From an optimization exercise on the open Yosys and OpenROAD flow, aimed at small area, a short achievable clock period and few clock cycles; shortcuts taken in it are not production practice. Only simulation tests tie the RTL to the original design; equivalence was not proved. Power and IR drop assume default switching activity.

<file path="flow/run.sh">
#!/bin/bash
set -euo pipefail
bash standard.sh "BUFFER_PORTS_ARGS=-buffer_cell sky130_fd_sc_hd__buf_1" SETUP_SLACK_MARGIN=6 finish > standard_flow.log 2>&1
</file>
<file path="standard.sh">
#!/bin/bash
# synth_recipe.tcl (not shown) runs the flow's synth.tcl, then flattens the netlist and writes it again
# the make line also repeats each setting of config.mk as NAME=value (left out here)
make -C /OpenROAD-flow-scripts/flow DESIGN_CONFIG=/design/flow/config.mk WORK_HOME=/design/flow/orfs CLKGATE_MAP_FILE= SYNTH_SCRIPT=/design/flow/synth_recipe.tcl "${@:-finish}"
</file>
<file path="config.mk">
export PLATFORM = sky130hd
export DESIGN_NAME = sdseq
export DESIGN_NICKNAME = sdseq
export VERILOG_FILES = /design/flow/design.v
export SDC_FILE = /design/flow/constraint.sdc
export NUM_CORES = 4
export LEC_CHECK = 0
export CAP_MARGIN = 20
export CORE_MARGIN = 2
export CORE_UTILIZATION = 40
export SETUP_SLACK_MARGIN = 5
export SLEW_MARGIN = 20
</file>
<file path="constraint.sdc">
create_clock -name core_clock -period 10.0 [get_ports {clk}]
set_input_delay 2.0000 -clock core_clock [delete_from_list [all_inputs] [get_ports {clk}]]
set_output_delay 2.0000 -clock core_clock [all_outputs]
set_load 0.01 [all_outputs]
</file>
<file path="design.v">
module sdseq (
    input             clk,
    input             rst,           
    input             op_valid,
    output            op_ready,
    input      [7:0]  op_code,
    input      [63:0] op_arg,
    output reg        rsp_valid,
    output reg [3:0]  rsp_err,
    output     [63:0] rsp_data,
    output reg        cmd_valid,
    output     [24:0] cmd_word,
    input             eng_done,
    output     [14:0] sdcr1,
    output     [14:0] sdcr2,
    output     [27:0] sdtr1,
    output     [27:0] sdtr2,
    output     [24:5] sdcmr,
    output     [13:1] sdrtr,
    output reg        busy,            
    output reg        clk_gate,
    output reg        handle_valid,
    output reg        handle_bank,
    output reg [2:0]  phase1,
    output reg [2:0]  phase2,
    output reg [1:0]  delay_ok,
    output reg        refresh_programmed,
    output     [1:0]  ready
);
    localparam OP_MAKE_CONFIG   = 8'h10;
    localparam OP_CONFIGURE     = 8'h11;
    localparam OP_SEND_COMMAND  = 8'h20;
    localparam OP_SET_WP        = 8'h21;
    localparam OP_SET_NRFS      = 8'h22;
    localparam OP_SET_REFRESH   = 8'h23;
    localparam OP_WP            = 8'h24;
    localparam OP_BANK          = 8'h25;
    localparam OP_DELAY         = 8'h26;
    localparam OP_MEMORY_VIEW   = 8'h30;
    localparam E_OK     = 4'd0;
    localparam E_TZERO  = 4'd5;
    localparam E_RANGE  = 4'd6;
    localparam E_UNAVL  = 4'd7;
    localparam E_NOHND  = 4'd8;
    localparam E_ESZERO = 4'd9;
    localparam E_REFUSE = 4'd15;
    localparam PH_POWERUP   = 3'd0;
    localparam PH_CLKEN     = 3'd1;
    localparam PH_PRECHG    = 3'd2;
    localparam PH_REFRESHED = 3'd3;
    localparam PH_MODELOAD  = 3'd4;
    localparam PH_VIOLATED  = 3'd5;
    localparam M_CLKEN = 3'd1;
    localparam M_PALL  = 3'd2;
    localparam M_AREF  = 3'd3;
    localparam M_LMR   = 3'd4;
    reg [14:0] cr1, cr2;
    reg [27:0] tr1, tr2;
    reg [3:0]  cmr_nrfs;
    reg [15:0] cmr_mrd;
    reg [12:0] rtr_count;
    reg [4:0]  cmd_lo;           
    reg [31:0] rsp_lo;
    reg        rsp_view;         
    reg        div_run;          
    reg        div_setup;        
    reg [31:0] div_rem;          
    reg [32:0] div_den;          
    reg [3:0]  div_cnt;          
    assign op_ready = !busy && !div_run;
    wire   accept   = op_valid && op_ready;
    assign sdcr1 = cr1;
    assign sdcr2 = cr2;
    assign sdtr1 = tr1;
    assign sdtr2 = tr2;
    assign sdcmr = {cmr_mrd, cmr_nrfs};
    assign sdrtr = rtr_count;
    assign cmd_word = {cmr_mrd, cmr_nrfs, cmd_lo};
    assign rsp_data = {rsp_view, rsp_view & handle_bank, rsp_view & ~handle_bank,
                       rsp_view & handle_bank, 28'd0, rsp_lo};
    assign ready[0] = handle_valid && !handle_bank && phase1 == PH_MODELOAD && refresh_programmed;
    assign ready[1] = handle_valid &&  handle_bank && phase2 == PH_MODELOAD && refresh_programmed;
    wire [63:0] arg = op_arg;
    wire [4:0] t_mrd = arg[4:0];
    wire [4:0] t_xsr = arg[9:5];
    wire [4:0] t_ras = arg[14:10];
    wire [4:0] t_rc  = arg[19:15];
    wire [4:0] t_wr  = arg[24:20];
    wire [4:0] t_rp  = arg[29:25];
    wire [4:0] t_rcd = arg[34:30];
    wire [2:0] c_cas = arg[37:35];
    wire [3:0] c_col = arg[41:38];
    wire [3:0] c_row = arg[45:42];
    wire [1:0] c_div = arg[47:46];
    wire [1:0] c_pipe = arg[49:48];
    wire       c_wp  = arg[50];
    wire       c_rburst = arg[51];
    wire [1:0] c_dw  = arg[53:52];
    wire       c_ba  = arg[54];
    wire       c_bank = arg[55];
    wire [6:0] t_top = {t_rcd[4], t_rp[4], t_wr[4], t_rc[4], t_ras[4], t_xsr[4], t_mrd[4]};
    wire [6:0] t_nz  = {|t_rcd[3:0], |t_rp[3:0], |t_wr[3:0], |t_rc[3:0],
                        |t_ras[3:0], |t_xsr[3:0], |t_mrd[3:0]};
    wire cfg_zero = |(~t_top & ~t_nz);
    wire cfg_over = |(t_top & t_nz);
    wire cfg_ok   = !cfg_zero && !cfg_over &&
                    (c_cas != 3'd0) && (c_cas[2] == 1'b0) &&       
                    (c_col[3:2] == 2'b10) &&                       
                    ((c_row[3:2] == 2'b11 && !c_row[1]) ||
                     (c_row == 4'd11)) &&                           
                    c_div[1] &&                                     
                    (c_pipe != 2'd3) && (c_dw != 2'd3);
    wire [3:0] cfg_err = cfg_ok ? E_OK : cfg_zero ? E_TZERO : E_RANGE;
    wire [1:0] f_nc   = c_col[1:0];             
    wire [1:0] f_nr   = c_row[1:0] - 2'd3;      
    wire [3:0] f_tmrd = t_mrd[3:0] - 4'd1;
    wire [3:0] f_txsr = t_xsr[3:0] - 4'd1;
    wire [3:0] f_tras = t_ras[3:0] - 4'd1;
    wire [3:0] f_trc  = t_rc[3:0]  - 4'd1;
    wire [3:0] f_twr  = t_wr[3:0]  - 4'd1;
    wire [3:0] f_trp  = t_rp[3:0]  - 4'd1;
    wire [3:0] f_trcd = t_rcd[3:0] - 4'd1;
    wire [9:0] cr_bank   = {c_wp, c_cas[1:0], c_ba, c_dw, f_nr, f_nc};
    wire [4:0] cr_shared = {c_pipe, c_rburst, c_div};
    wire [2:0]  k_mode = arg[2:0];
    wire        k_ctb2 = arg[3];
    wire        k_ctb1 = arg[4];
    wire        k_valid = (k_mode >= M_CLKEN) && (k_mode <= M_LMR);
    function [2:0] next_phase;
        input [2:0] ph;
        input       dok;
        input [2:0] mode;
        begin
            next_phase = PH_VIOLATED;
            case (mode)
                M_CLKEN: if (ph == PH_POWERUP)          next_phase = PH_CLKEN;
                M_PALL:  if (ph == PH_CLKEN && dok)     next_phase = PH_PRECHG;
                M_AREF:  if (ph == PH_PRECHG)           next_phase = PH_REFRESHED;
                M_LMR:   if (ph == PH_REFRESHED)        next_phase = PH_MODELOAD;
                default: next_phase = PH_VIOLATED;
            endcase
        end
    endfunction
    wire [2:0] ph1_next = next_phase(phase1, delay_ok[0], k_mode);
    wire [2:0] ph2_next = next_phase(phase2, delay_ok[1], k_mode);
    function [4:0] msb_pos;
        input [31:0] v;
        reg   [15:0] v16;
        reg   [7:0]  v8;
        reg   [3:0]  v4;
        reg   [1:0]  v2;
        begin
            msb_pos[4] = |v[31:16];
            v16        = msb_pos[4] ? v[31:16] : v[15:0];
            msb_pos[3] = |v16[15:8];
            v8         = msb_pos[3] ? v16[15:8] : v16[7:0];
            msb_pos[2] = |v8[7:4];
            v4         = msb_pos[2] ? v8[7:4] : v8[3:0];
            msb_pos[1] = |v4[3:2];
            v2         = msb_pos[1] ? v4[3:2] : v4[1:0];
            msb_pos[0] = v2[1];
        end
    endfunction
    reg  [4:0]  msb_num;
    reg  [4:0]  msb_den;
    wire        quo_zero  = msb_den > msb_num;      
    wire [4:0]  align     = msb_num - msb_den;
    function [33:0] add34;
        input [33:0] a;
        input [33:0] b;
        input        cin;
        reg   [33:0] p, g, p0;
        integer l, j;
        begin
            p0 = a ^ b;
            p  = p0;
            g  = a & b;
            g[0] = g[0] | (p[0] & cin);
            for (l = 0; l < 6; l = l + 1)
                for (j = (2 << l) - 1; j < 34; j = j + (2 << l)) begin
                    g[j] = g[j] | (p[j] & g[j - (1 << l)]);
                    p[j] = p[j] & p[j - (1 << l)];
                end
            for (l = 4; l >= 0; l = l - 1)
                for (j = 3 * (1 << l) - 1; j < 34; j = j + (2 << l)) begin
                    g[j] = g[j] | (p[j] & g[j - (1 << l)]);
                    p[j] = p[j] & p[j - (1 << l)];
                end
            add34 = p0 ^ {g[32:0], cin};
        end
    endfunction
    wire [33:0] div_rn    = {2'b11, div_rem};
    wire [33:0] div_cd    = {1'b0, div_den};
    wire [33:0] div_ch    = {2'b0, div_den[32:1]};
    wire [33:0] div_da    = add34(div_rn, div_cd, 1'b0);                  
    wire [33:0] div_db    = add34(div_rn, div_ch, 1'b0);                  
    wire [33:0] div_cs    = div_rn ^ div_cd ^ div_ch;
    wire [33:0] div_cc    = (div_rn & div_cd) | (div_rn & div_ch) | (div_cd & div_ch);
    wire [33:0] div_dc    = add34(div_cs, {div_cc[32:0], 1'b0}, 1'b0);    
    wire        div_ge    = div_da[33];
    wire        div_ge2   = div_ge ? div_dc[33] : div_db[33];
    wire [31:0] div_r2    = div_ge ? (div_ge2 ? div_dc[31:0] : div_da[31:0])
                                   : (div_ge2 ? div_db[31:0] : div_rem);
    always @(posedge clk) begin
        if (rst) begin
            rsp_valid <= 1'b0;
            rsp_view  <= 1'b0;
            cmd_valid <= 1'b0;
            cr1       <= 15'h02D0;
            cr2       <= 15'h02D0;
            tr1       <= 28'hFFFFFFF;
            tr2       <= 28'hFFFFFFF;
            cmr_nrfs  <= 4'd0;
            cmr_mrd   <= 16'd0;
            rtr_count <= 13'd0;
            busy      <= 1'b0;
            clk_gate  <= 1'b0;
            handle_valid <= 1'b0;
            handle_bank  <= 1'b0;
            phase1    <= PH_POWERUP;
            phase2    <= PH_POWERUP;
            delay_ok  <= 2'b00;
            refresh_programmed <= 1'b0;
            div_run   <= 1'b0;
            div_setup <= 1'b0;
        end else begin
            rsp_valid <= 1'b0;
            cmd_valid <= 1'b0;
            if (op_ready) begin
                cmd_lo    <= arg[4:0];
                div_rem   <= ~arg[63:32];
                div_den   <= {1'b0, arg[31:0]};
                msb_num   <= msb_pos(arg[63:32]);
                msb_den   <= msb_pos(arg[31:0]);
            end
            if (accept) begin
                rsp_valid <= 1'b1;
                rsp_err   <= E_OK;
                rsp_lo    <= 32'd0;
                rsp_view  <= 1'b0;
                case (op_code)
                OP_MAKE_CONFIG: begin
                    rsp_err <= cfg_err;
                end
                OP_CONFIGURE: begin
                    if (handle_valid)
                        rsp_err <= E_UNAVL;
                    else if (cfg_err != E_OK)
                        rsp_err <= cfg_err;
                    else begin
                        clk_gate     <= 1'b1;
                        handle_valid <= 1'b1;
                        handle_bank  <= c_bank;
                        cr1[14:10]   <= cr_shared;
                        tr1[15:12]   <= f_trc;
                        tr1[23:20]   <= f_trp;
                        if (!c_bank) begin
                            cr1[9:0]   <= cr_bank;
                            tr1[3:0]   <= f_tmrd;
                            tr1[7:4]   <= f_txsr;
                            tr1[11:8]  <= f_tras;
                            tr1[19:16] <= f_twr;
                            tr1[27:24] <= f_trcd;
                        end else begin
                            cr2[9:0]   <= cr_bank;
                            tr2[3:0]   <= f_tmrd;
                            tr2[7:4]   <= f_txsr;
                            tr2[11:8]  <= f_tras;
                            tr2[19:16] <= f_twr;
                            tr2[27:24] <= f_trcd;
                        end
                    end
                end
                OP_SEND_COMMAND: begin
                    if (!handle_valid)
                        rsp_err <= E_NOHND;
                    else if (!k_valid)
                        rsp_err <= E_REFUSE;
                    else begin
                        rsp_valid <= 1'b0;
                        cmr_nrfs  <= arg[8:5];
                        cmr_mrd   <= arg[24:9];
                        cmd_valid <= 1'b1;
                        busy      <= 1'b1;
                        if (k_ctb1) begin
                            phase1 <= ph1_next;
                            if (k_mode == M_CLKEN && phase1 == PH_POWERUP)
                                delay_ok[0] <= 1'b0;
                        end
                        if (k_ctb2) begin
                            phase2 <= ph2_next;
                            if (k_mode == M_CLKEN && phase2 == PH_POWERUP)
                                delay_ok[1] <= 1'b0;
                        end
                    end
                end
                OP_SET_WP: begin
                    if (!handle_valid)
                        rsp_err <= E_NOHND;
                    else if (!handle_bank)
                        cr1[9] <= arg[0];
                    else
                        cr2[9] <= arg[0];
                end
                OP_SET_NRFS: begin
                    if (!handle_valid)
                        rsp_err <= E_NOHND;
                    else if (arg[7:0] > 8'd15)
                        rsp_err <= E_RANGE;
                    else
                        cmr_nrfs <= arg[3:0];
                end
                OP_SET_REFRESH: begin
                    if (!handle_valid)
                        rsp_err <= E_NOHND;
                    else if (arg[15:0] > 16'd8191)
                        rsp_err <= E_RANGE;
                    else begin
                        rtr_count <= arg[12:0];
                        refresh_programmed <= 1'b1;
                    end
                end
                OP_WP: begin
                    if (!handle_valid)
                        rsp_err <= E_NOHND;
                    else
                        rsp_lo <= {31'd0, handle_bank ? cr2[9] : cr1[9]};
                end
                OP_BANK: begin
                    if (!handle_valid)
                        rsp_err <= E_NOHND;
                    else
                        rsp_lo <= {31'd0, handle_bank};
                end
                OP_DELAY: begin
                    if (arg[31:0] != 32'd0) begin
                        if (phase1 == PH_CLKEN) delay_ok[0] <= 1'b1;
                        if (phase2 == PH_CLKEN) delay_ok[1] <= 1'b1;
                    end
                end
                OP_MEMORY_VIEW: begin
                    if (!handle_valid)
                        rsp_err <= E_NOHND;
                    else if (arg[31:0] == 32'd0)
                        rsp_err <= E_ESZERO;
                    else begin
                        rsp_valid <= 1'b0;
                        div_run   <= 1'b1;
                        div_setup <= 1'b1;
                    end
                end
                default: rsp_err <= E_REFUSE;
                endcase
            end
            if (busy && eng_done) begin
                busy      <= 1'b0;
                rsp_valid <= 1'b1;
                rsp_err   <= E_OK;
                rsp_lo    <= 32'd0;
                rsp_view  <= 1'b0;
            end
            if (div_run) begin
                if (div_setup) begin
                    div_setup <= 1'b0;
                    rsp_lo    <= 32'd0;
                    div_den   <= {div_den[31:0], 1'b0} << {align[4:1], 1'b0};
                    div_cnt   <= align[4:1];
                    if (quo_zero) begin
                        div_run   <= 1'b0;
                        rsp_valid <= 1'b1;
                        rsp_err   <= E_OK;
                        rsp_view  <= 1'b1;
                    end
                end else begin
                    div_den <= div_den >> 2;
                    div_cnt <= div_cnt - 4'd1;
                    div_rem <= div_r2;
                    rsp_lo  <= {rsp_lo[29:0], div_ge, div_ge2};
                    if (div_cnt == 4'd0) begin
                        div_run   <= 1'b0;
                        rsp_valid <= 1'b1;
                        rsp_err   <= E_OK;
                        rsp_view  <= 1'b1;
                    end
                end
            end
        end
    end
endmodule
</file>
==> results of run 1 <==
layer usage:
metal	vias to the layer above	wire length, um	track usage
met5	-	45	0
li1	7479	-	-
met1	7960	27300	0.358
met4	8	3080	0.116
met3	150	5790	0.0576
met2	787	30400	0.439
critical path, delay by kind of cell, from the launching register on:
family          cells  cell delay (ps)
compound gates      7             1680
buf+inv             6             1060
flops               1              490
fa+ha+maj           1              290
simple gates        2              280
layout make-up:
cell class,count,share of cell area
Clock buffer,46,0.0403
Clock inverter,8,0.00578
Inverter,85,0.0166
Multi-Input combinational cell,1462,0.526
Sequential cell,244,0.279
Tap cell,592,0.0339
Timing Repair Buffer,395,0.0986
state kept, by name, summed over array words and instances (netlist names), 10 cells and up:
| name | flops |
|---|---|
| div_den | 33 |
| div_rem | 32 |
| rsp_lo | 32 |
| tr1 | 28 |
| tr2 | 20 |
| cmr_mrd | 16 |
| cr1 | 15 |
| rtr_count | 13 |
| sdcr2 | 10 |
power by group:
group          internal [mW]  switching [mW]
logic                  0.417           0.603
registers               1.08          0.0357
clock network          0.658           0.464
logic make-up (layout without fill, tap and decap cells):
group | after synthesis | after routing | synth area share
other | 2 | 41 | 0.000418
and+or+nand+nor | 518 | 519 | 0.137
xor gates and xnor gates | 65 | 65 | 0.0317
buffers and inverters | 247 | 534 | 0.0660
muxes | 120 | 120 | 0.0679
adders and majority gates | 193 | 193 | 0.168
AOI/OAI and AO/OA | 523 | 524 | 0.191
DFF | 244 | 244 | 0.339
what timing repair did:
action                     4_1_cts  5_1_grt
cloned                           3        1
setup endpoints to repair      179      175
hold endpoints to repair         0        0
resized for setup               69       73
setup buffers                   59       43
pin swaps                       12       31
how the worst min path moves through the flow:
stage,startpoint,end,slack (ps)
3_3_place_gp,cr1[11],cr1[11],440
5_1_grt,sdcr2[3],sdcr2[3],490
6_report,cr1[11],cr1[11],450
3_5_place_dp,cr1[11],cr1[11],440
4_1_cts,cr1[11],cr1[11],450
2_1_floorplan,clk_gate,clk_gate,470
cell usage in the layout (no fill, tap or decap), types with 9 or more instances in the layout:
master / netlist / final
a221o_1: 9 / 9
o22ai_1: 15 / 14
o21a_1: 11 / 11
conb_1: 2 / 41
a211oi_1: 46 / 41
nor2b_1: 20 / 20
o21ai_0: 64 / 55
a21oi_1: 158 / 144
ha_1: 113 / 103
clkbuf_16: 0 / 31
and2_1: 42 / 39
a221oi_1: 14 / 9
mux2i_1: 114 / 114
inv_1: 83 / 75
and3_1: 11 / 10
nor3_1: 28 / 24
o31ai_1: 19 / 17
nand2b_1: 18 / 18
xor2_1: 32 / 29
a21o_1: 48 / 48
edfxtp_1: 120 / 120
buf_4: 66 / 124
buf_2: 3 / 10
a21oi_2: 0 / 10
o211ai_1: 86 / 86
dfxtp_1: 124 / 122
nand2_1: 191 / 187
ha_4: 0 / 9
buf_1: 9 / 239
fa_1: 80 / 77
nand3_1: 29 / 27
xnor2_1: 33 / 31
nand4_1: 12 / 12
clkbuf_1: 83 / 9
nor2_1: 120 / 115
metrics by stage:
stage | power [mW] | hold WS [ps] | cells | instance area [sq um]
after global routing | 3.40 | 487 | 2832 | 21900
after global placement | 2.00 | 441 | 2672 | 19400
after detailed placement | 2.02 | 442 | 2672 | 19400
after CTS | 3.18 | 453 | 2788 | 21200
final | 3.26 | 454 | 2832 | 21900
after floorplan | 1.77 | 470 | 1951 | 18300
==> flow_metrics.py, run 1 <==
metrics = {
    "status": {
        "outcome": "complete, no violations",
    },
    "hold_path": {
        "hold_path_depth": 2,
        "hp-class": "flip-flop to flip-flop",
    },
    "routing": {
        "vias": 16384,
        "drt-wirelength-per-cell_um": 23.5,
        "via_per_inst": 5.79,
        "drt-pass1-iter-count": 8,
        "drc": 0,
        "routed_wl_mm": 66.6,
        "detail-route-antenna-nets": 0,
        "drt_iter0_drc": 1612,
    },
    "placement": {
        "dp_hpwl_mm": 46.7,
        "io_buffers": 264,
        "pre_cts_ws_ps": 4400,
        "gp_congestion": 0.918,
    },
    "sta": {
        "fmax_mhz": 242,
        "drv_slew": 0,
        "finClkSkew_ps": 45.0,
        "rsz0062_at_grt": "true",
        "tightest_slew_ps": 1050,
        "fin_tns_setup_ps": 0,
        "relSlewSlack": 0.300,
        "final_hold_viol_count": 0,
        "finalCritPeriodShare": 0.413,
        "setup_violations": 0,
        "layout_min_cycle_time_ps": 4130,
        "setup_ws_ps": 5870,
    },
    "critical_path": {
        "critical_path_class": "flip-flop to flip-flop",
        "crit_path_end_kind": "flip-flop",
        "crit_path_end": "rsp_lo[0]",
        "ff2ff_setup_slack_ps": 5870,
        "crit_top_cell": "buf_4",
        "setup.worst_path.start": "div_den[2]",
        "crit_slowest_cell": "edfxtp_1",
        "crit_path_max_fanout": 13,
        "slowest_delay_ps": 490,
        "arrival_ps": 4420,
        "worstReg2RegStart": "div_den[2]",
        "required_ps": 10280,
        "startpoint_type": "flip-flop",
        "path_cells": "buf_4 -> buf_4 -> buf_4 -> ha_1 -> a211oi_2 -> o211ai_1 -> a21o_1 -> nand4_1 -> a21o_1 -> buf_4 -> o31ai_1 -> buf_4 -> nor2_4 -> buf_4 -> a32oi_2 -> o31ai_2",
        "timing.rr.end": "rsp_lo[0]",
        "r2r_cells": 16,
    },
    "yosys": {
        "avgSynthCellArea_sq_um": 9.40,
        "syn_inst": 1912,
        "ys_seq_elements": 244,
        "synth.area.top_cells": "edfxtp_1 (20%), dfxtp_1 (14%), fa_1 (8.9%)",
        "synth_top_cell_by_area": "edfxtp_1",
        "synth.most_common_cell": "nand2_1",
        "synth_cell_type_count": 69,
        "ys.warnings.count": 1,
        "yosysSeqAreaShare": 0.339,
        "synth_ff_type": "dfxtp_1",
        "synth_edf_count": 120,
        "netlist_area_sq_um": 18000,
        "synth_commonest_cells": "nand2_1 (191), a21oi_1 (158), dfxtp_1 (124)",
        "synth_top_cell_area_share": 0.200,
        "async_flop_share": 0,
    },
    "layout": {
        "nets": 2487,
        "final_core_util": 0.493,
        "insertedDiodeCount": 0,
        "drive_gt1_frac": 0.144,
        "final-seq-area_sq_um": 6090,
        "multi_input_area_sq_um": 11500,
        "fill_cells": 4239,
        "areaGrowthSynthToFinish_pct": 21.7,
    },
    "floorplan": {
        "dieArea_sq_um": 46600,
        "start_util": 0.406,
        "fp-row-count": 77,
        "die_y_um": 216,
        "core-area_sq_um": 44300,
        "pin_count": 306,
        "die_x_um": 216,
    },
    "flow_run": {
        "maxCapViolCount": 0,
    },
    "power_and_ir_drop": {
        "power_density_nw_per_um2": 149,
        "ir_drop_v": 0.000138,
        "leakage_nw": 9.03,
    },
    "clock_tree": {
        "cts_root_buf": "clkbuf_16",
        "cts.sinks": 244,
        "numCtsBuffers": 30,
        "htree_levels": 1,
        "cts_tree": "built",
        "cts.path.max_buffers": 3,
        "cts_hold_buffers": 0,
        "clkTransAtPathRegs_ps": 60,
        "clkLatencyLatePin_ps": 620,
    },
    "global_route": {
        "grt_usage": 0.274,
        "antenna_found_initial": 4,
        "grt_overflow": 0,
        "grt_pass1_wl_mm": 97.5,
        "grt_max_degree": 67,
        "grt_pass1_vias": 15607,
    },
}
Testbench counts, summed over its fixed seeds: cycles 14,549.
==> run 2, diff against run 1 <==
--- a/config.mk
+++ b/config.mk
@@ -7,2 +7,3 @@
 export LEC_CHECK = 0
+export ABC_AREA = 1
 export CAP_MARGIN = 20
==> run 2 against run 1 <==
Net effect: still clean; combinational power down 26%; clock power about the same; fmax increased by 5.5%; wire length shrank 3.1%; critical path depth fell by 13; count of clock-buffer cells in the layout decreased by 10; register-to-register slack better by 280 ps; worst setup slack better by 220 ps; global-route usage decreased by 1.4 points; first-iteration DRC count is 11% lower; clock skew is 30 ps lower; critical path type is now flip-flop to output port; largest power group unchanged.
==> flow_metrics.py, run 2 <==
metrics = {
    "floorplan": {
        "fp-row-count": 78,
        "core-area_sq_um": 45600,
        "start_util": 0.408,
        "dieArea_sq_um": 48200,
        "die_y_um": 219,
        "die_x_um": 219,
        "pin_count": 306,
    },
    "layout": {
        "fill_cells": 4525,
        "final_cells": 3230,
        "layout_common_cells": "nand2_1 (442), buf_1 (261), inv_1 (255)",
        "multi_input_area_sq_um": 10800,
        "areaGrowthSynthToFinish_pct": 14.3,
        "final_common_cell": "nand2_1",
        "drive_gt1_frac": 0.0734,
        "top_regs": "div_den (33), div_rem (32), rsp_lo (32)",
        "nets": 2875,
        "largest_register_ff_count": 33,
        "final-seq-area_sq_um": 6090,
        "regMostFlops": "div_den",
        "postLayoutCellArea_sq_um": 21200,
    },
    "global_route": {
        "met1_usage": 0.348,
        "grt_pass1_vias": 16460,
        "met2_usage": 0.438,
        "antenna_found_initial": 0,
        "grt_pass1_wl_mm": 96.8,
        "grt_usage": 0.260,
        "grt_max_degree": 84,
        "use_met3": 0.0311,
        "busiest_layer": "met2",
        "grt_overflow": 0,
    },
    "flow_run": {
        "maxCapViolCount": 0,
    },
    "routing": {
        "via_per_inst": 5.46,
        "drc": 0,
        "detail-route-antenna-nets": 0,
        "drt-wirelength-per-cell_um": 20.0,
        "drt_iter0_drc": 1436,
        "drt-pass1-iter-count": 5,
        "routed_wl_mm": 64.5,
        "vias": 17647,
    },
    "yosys": {
        "synth_edf_count": 120,
        "synth.area.top_cells": "edfxtp_1 (19%), dfxtp_1 (13%), nand2_1 (9.0%)",
        "netlist_area_sq_um": 18600,
        "syn_inst": 2368,
        "ys_seq_elements": 244,
        "yosysSeqAreaShare": 0.328,
        "synth_top_cell_by_area": "edfxtp_1",
        "synth_top_cell_area_share": 0.194,
        "synth_cell_type_count": 60,
        "synth_commonest_cells": "nand2_1 (445), inv_1 (263), a21oi_1 (195)",
        "async_flop_share": 0,
        "avgSynthCellArea_sq_um": 7.84,
        "synth.most_common_cell": "nand2_1",
        "synth_ff_type": "dfxtp_1",
        "ys.warnings.count": 1,
    },
    "clock_tree": {
        "cts_root_buf": "clkbuf_16",
        "clkTransAtPathRegs_ps": 60,
        "cts_hold_buffers": 0,
        "numCtsBuffers": 29,
        "cts_tree": "built",
        "cts.path.max_buffers": 3,
        "clkLatencyLatePin_ps": 580,
        "htree_levels": 1,
        "cts.sinks": 244,
    },
    "sta": {
        "setup_ws_ps": 6080,
        "setup_violations": 0,
        "rsz0062_at_grt": "true",
        "hold_ws_ps": 460,
        "final_hold_viol_count": 0,
        "drv_slew": 0,
        "finClkSkew_ps": 15.0,
        "layout_min_cycle_time_ps": 3920,
        "fmax_mhz": 255,
        "finalCritPeriodShare": 0.392,
        "fin_tns_setup_ps": 0,
        "tightest_slew_ps": 1000,
        "relSlewSlack": 0.333,
    },
    "placement": {
        "io_buffers": 264,
        "gp_congestion": 0.913,
        "dp_hpwl_mm": 47.7,
        "dpl_cell_area_sq_um": 19700,
        "dp_cells": 3128,
        "pre_cts_ws_ps": 5090,
    },
    "critical_path": {
        "crit_path_end_kind": "output port",
        "path_cells": "inv_1 -> nor3_1 -> buf_1",
        "crit_path_max_fanout": 14,
        "arrival_ps": 1920,
        "slowest_delay_ps": 470,
        "critical_path_class": "flip-flop to output port",
        "startpoint_type": "flip-flop",
        "crit_slowest_cell": "dfxtp_1",
        "required_ps": 8000,
    },
    "status": {
        "outcome": "complete, no violations",
    },
    "power_and_ir_drop": {
        "pwr-share-comb": 0.254,
        "p_sw_mw": 0.985,
        "switching_share": 0.330,
        "power_frac_seq": 0.372,
        "pwr-share-clk": 0.374,
        "leakage_nw": 9.12,
        "ir_drop_v": 0.000114,
        "power_density_nw_per_um2": 141,
        "p_int_mw": 2.00,
    },
    "hold_path": {
        "hp-class": "flip-flop to flip-flop",
    },
}
[run 2: cell count changes in the layout (fill, tap and decap cells not counted), moves of 22 or more]
cell / delta
and2_1: -39
mux2i_1: -112
buf_1: +22
nand2_1: +255
o211ai_1: -67
nand3_1: +156
a21o_1: -35
o21ai_0: +109
a21oi_1: +50
inv_1: +180
buf_4: -67
nor2_1: +77
[run 2: layer usage]
metal / share of wire / wire length [um] / up-vias
met3: 0.072 / 4650 / 98
met2: 0.48 / 30800 / 735
met4: 0.026 / 1700 / 0
met1: 0.42 / 27400 / 8443
met5: 0 / 0 / -
li1: - / - / 8371
[run 2: area by class of cell]
type	count	share of cell area
clock inverters	18	0.00919
multi-input cells	1725	0.508
repair inverters	1	0.000354
inverters	279	0.0505
diodes	1	0.000118
repair buffers	326	0.0716
clock buffers	36	0.0378
well taps	600	0.0354
flip-flops and latches	244	0.287
[run 2: per-stage QoR]
stage               utilization  power [mW]
floorplan                     -        1.66
global placement          0.433        1.84
detailed placement        0.433        1.85
CTS                       0.460        2.97
global route              0.466        3.13
finish                    0.466        2.99
[run 2: worst paths after layout]
kind	slack, ps	end	startpoint	depth (start not counted)
hold reg to reg	460	tr2[19]	tr2[19]	2
setup reg to reg	6150	div_rem[31]	div_den[5]	18
setup / recovery	6080	ready[1]	handle_valid	3
hold / removal	460	tr2[19]	tr2[19]	2
[run 2: cell families (layout without fill, tap and decap cells)]
logic type | count (synthesis) | in the layout | share of synthesized area
adders and majority gates | 193 | 193 | 0.162
buffers and inverters | 438 | 660 | 0.105
AOI/OAI and AO/OA | 525 | 525 | 0.164
DFF | 244 | 244 | 0.328
xor gates and xnor gates | 61 | 61 | 0.0292
muxes | 2 | 2 | 0.00108
other | 2 | 42 | 0.000404
and+or+nand+nor | 903 | 903 | 0.210
[run 2: worst max-delay path: cells and delay by family (launching register included)]
| kind | cells | cell delay, ps |
|---|---|---|
| buffers and inverters | 2 | 500 |
| DFF | 1 | 470 |
| and+or+nand+nor | 1 | 380 |
[run 2: power groups by stage]
stage	Combinational, mW	Sequential [mW]	Clock [mW]
6_report	0.759	1.11	1.12
5_1_grt	0.853	1.11	1.17
4_1_cts	0.731	1.11	1.13
3_5_place_dp	0.714	1.14	0
3_3_place_gp	0.704	1.14	0
2_1_floorplan	0.529	1.13	0
[run 2: repair_timing]
action	4_1_cts	5_1_grt
gates resized for setup	16	16
cloned	1	0
endpoints found under the setup margin	137	135
pin swaps	1	2
setup buffers	21	23
hold endpoints to repair	0	0
==> run 3, diff against run 2 <==
==> flow/run.sh (replaced) <==
#!/bin/bash
set -euo pipefail
bash standard.sh "BUFFER_PORTS_ARGS=-buffer_cell sky130_fd_sc_hd__buf_1" SETUP_SLACK_MARGIN=6.25 finish > standard_flow.log 2>&1
==> run 3 against run 2 <==
Net effect: via count up 0.80%; combinational power up 5.8%; worst setup slack better by 200 ps; critical endpoint is now msb_den[0].
==> flow_metrics.py, run 3 <==
metrics = {
    "status": {
        "outcome": "complete, no violations",
    },
    "placement": {
        "dpl_cell_area_sq_um": 19700,
        "dp_cells": 3125,
        "pre_cts_ws_ps": 5190,
        "gp_congestion": 0.916,
        "dp_hpwl_mm": 47.5,
        "io_buffers": 264,
    },
    "yosys": {
        "synth_cell_type_count": 60,
        "synth.area.top_cells": "edfxtp_1 (19%), dfxtp_1 (13%), nand2_1 (9.0%)",
        "synth_commonest_cells": "nand2_1 (445), inv_1 (263), a21oi_1 (195)",
        "synth_top_cell_area_share": 0.194,
        "async_flop_share": 0,
        "ys_seq_elements": 244,
        "yosysSeqAreaShare": 0.328,
        "synth_top_cell_by_area": "edfxtp_1",
        "netlist_area_sq_um": 18600,
        "synth.most_common_cell": "nand2_1",
        "ys.warnings.count": 1,
        "syn_inst": 2368,
        "synth_edf_count": 120,
        "avgSynthCellArea_sq_um": 7.84,
        "synth_ff_type": "dfxtp_1",
    },
    "power_and_ir_drop": {
        "pwr-share-clk": 0.350,
        "p_sw_mw": 0.985,
        "pwr-share-comb": 0.274,
        "switching_share": 0.336,
        "p_int_mw": 1.95,
        "ir_drop_v": 0.000125,
        "power_frac_seq": 0.376,
        "power_density_nw_per_um2": 135,
        "leakage_nw": 9.29,
    },
    "hold_path": {
        "hold_start": "cmr_mrd[12]",
        "hp-class": "flip-flop to flip-flop",
        "hold_path_depth": 2,
        "whs_endpoint": "cmr_mrd[12]",
    },
    "routing": {
        "routed_wl_mm": 65.6,
        "drt_iter0_drc": 1738,
        "vias": 17789,
        "drt-wirelength-per-cell_um": 20.1,
        "detail-route-antenna-nets": 0,
        "drc": 0,
        "via_per_inst": 5.46,
        "drt-pass1-iter-count": 6,
    },
    "layout": {
        "fill_cells": 4551,
        "final_cells": 3261,
        "drive_gt1_frac": 0.108,
        "largest_register_ff_count": 33,
        "postLayoutCellArea_sq_um": 21700,
        "final-seq-area_sq_um": 6090,
        "layout_common_cells": "nand2_1 (433), buf_1 (248), inv_1 (245)",
        "regMostFlops": "div_den",
        "final_common_cell": "nand2_1",
        "top_regs": "div_den (33), div_rem (32), rsp_lo (32)",
        "areaGrowthSynthToFinish_pct": 17.0,
        "nets": 2909,
        "multi_input_area_sq_um": 11100,
    },
    "floorplan": {
        "die_y_um": 219,
        "pin_count": 306,
        "dieArea_sq_um": 48200,
        "die_x_um": 219,
        "fp-row-count": 78,
        "start_util": 0.408,
        "core-area_sq_um": 45600,
    },
    "critical_path": {
        "critPathBufInv": 4,
        "slowest_delay_ps": 220,
        "path_cells": "buf_2 -> inv_4 -> ha_4 -> nand2_2 -> nor2_4 -> buf_12 -> buf_4 -> nand3_1 -> nand2_1 -> nand2_1 -> nor2_4 -> nand3_1 -> nand2_2 -> nor2_2 -> nand3_1 -> nand2_1 -> o21bai_2",
        "ff2ff_setup_slack_ps": 6360,
        "worstReg2RegStart": "div_den[11]",
        "timing.rr.end": "div_rem[31]",
        "startpoint_type": "input port",
        "arrival_ps": 4020,
        "crit_path_end_kind": "flip-flop",
        "crit_slowest_cell": "o21bai_2",
        "required_ps": 10310,
        "r2r_cells": 18,
        "crit_family": "simple AND/OR/NAND/NOR gates",
        "critical_path_depth": 17,
        "crit_path_max_fanout": 6,
        "critical_path_class": "input port to flip-flop",
    },
    "clock_tree": {
        "cts.sinks": 244,
        "htree_levels": 1,
        "clkTransAtPathRegs_ps": 60,
        "cts_tree": "built",
        "cts_hold_buffers": 0,
        "numCtsBuffers": 27,
        "cts.path.max_buffers": 3,
        "cts_root_buf": "clkbuf_16",
        "clkLatencyLatePin_ps": 570,
    },
    "sta": {
        "tightest_slew_ps": 1060,
        "finalCritPeriodShare": 0.371,
        "setup_ws_ps": 6290,
        "fin_tns_setup_ps": 0,
        "final_hold_viol_count": 0,
        "setup_violations": 0,
        "layout_min_cycle_time_ps": 3710,
        "relSlewSlack": 0.295,
        "drv_slew": 0,
        "finClkSkew_ps": 21.8,
        "rsz0062_at_grt": "true",
        "fmax_mhz": 269,
    },
    "global_route": {
        "grt_overflow": 0,
        "grt_pass1_vias": 16440,
        "antenna_found_initial": 2,
        "grt_usage": 0.263,
        "grt_max_degree": 83,
        "grt_pass1_wl_mm": 97.6,
    },
    "flow_run": {
        "maxCapViolCount": 0,
    },
}
## run 3: changes by cell type in the layout (fill, tap and decap cells not counted), moves of 7 or more
cell      previous run  this run
nand2_1            442       433
nand2_2              3        11
inv_1              255       245
ha_1               111       104
nand3_1            183       176
nand3_2              2         9
buf_4               57        85
clkbuf_2             3        12
inv_4                5        12
buf_1              261       248
ha_4                 0         8
## run 3: timing repair
item	4_1_cts	5_1_grt
pin swaps	11	9
buffers inserted	39	38
gates resized for setup	45	70
endpoints found under the setup margin	158	147
cloned	4	1
## run 3: logic make-up (layout without fill, tap and decap cells)
kind of cell | after synthesis | after routing | share of synthesized area
and+or+nand+nor | 903 | 906 | 0.210
AOI/OAI and AO/OA | 525 | 525 | 0.164
buffers and inverters | 438 | 687 | 0.105
DFF | 244 | 244 | 0.328
adders and majority gates | 193 | 193 | 0.162
xor gates and xnor gates | 61 | 61 | 0.0292
other | 2 | 43 | 0.000404
muxes | 2 | 2 | 0.00108
## run 3: per-stage QoR
stage / utilization / total power, mW / hold WS [ps]
2_1_floorplan: - / 1.66 / 480
3_3_place_gp: 0.432 / 1.84 / 447
3_5_place_dp: 0.432 / 1.86 / 451
4_1_cts: 0.463 / 2.90 / 460
5_1_grt: 0.477 / 3.08 / 475
6_report: 0.477 / 2.94 / 458
## run 3: metal layers
metal / vias up / part of all wire / track usage
li1: 8438 / - / -
met4: 0 / 0.031 / 0.0932
met1: 8483 / 0.42 / 0.349
met3: 104 / 0.080 / 0.0462
met2: 764 / 0.47 / 0.429
met5: - / 0 / 0
## run 3: worst max path at each step
stage | startpoint | end
after floorplan | op_arg[20] | msb_den[0]
after global placement | op_arg[1] | cr1[2]
after detailed placement | op_arg[0] | sdcr2[1]
after CTS | div_den[11] | div_rem[31]
after global routing | div_den[14] | div_rem[30]
final | op_arg[20] | msb_den[0]
## run 3: power by group through the flow
stage | logic, mW | clock network (mW) | registers (mW)
final | 0.803 | 1.03 | 1.11
after global routing | 0.897 | 1.08 | 1.11
after detailed placement | 0.717 | 0 | 1.14
after floorplan | 0.530 | 0 | 1.13
after CTS | 0.755 | 1.04 | 1.11
after global placement | 0.704 | 0 | 1.14
## run 3: tightest hold or removal path: cells and delay by family (launching register included)
kind	cells	cell delay (ps)
compound gates	1	50
flops	1	320
buf+inv	1	50
## run 3: cell type report
| cell class | count | area share |
|---|---|---|
| Inverter | 279 | 0.0506 |
| Multi-Input combinational cell | 1728 | 0.509 |
| Timing Repair Buffer | 358 | 0.0835 |
| Timing Repair inverter | 2 | 0.000691 |
| Antenna cell | 2 | 0.000230 |
| Clock buffer | 41 | 0.0389 |
| Sequential cell | 244 | 0.280 |
| Clock inverter | 7 | 0.00230 |
| Tap cell | 600 | 0.0345 |

## afterwards: timing with drivers on the ports
The results above use ideal ports. As a check the final layouts listed here were re-extracted and re-timed, cells and wires unchanged. Step 1 assumes that a clkbuf_16 drives the clock port and a buf_2 every other input. Step 2 adds t to the input delays and takes it off the output delays; t is the mean of the earliest and latest rising clock arrival at the registers after step 1. Input paths then give back, and output paths get back, about the clock's delay inside the block. a / b / c = ideal / step 1 / step 2; a / b = the first two.
run | shift t [ns] | slack for setup (ns) | worst setup path after step 2 | pins driven straight from the clock port
run 1 | 0.653 | 5.867 / 5.867 / 5.360 | input to register | 1
run 2 | 0.631 | 6.082 / 6.022 / 5.545 | input to register | 1
run 3 | 0.619 | 6.287 / 6.273 / 5.703 | input to register | 1
After both steps every run listed still meets setup and hold. The setup slack of run 3, which loses most, moves by -0.014 ns with the drivers and by -0.584 ns with both steps.
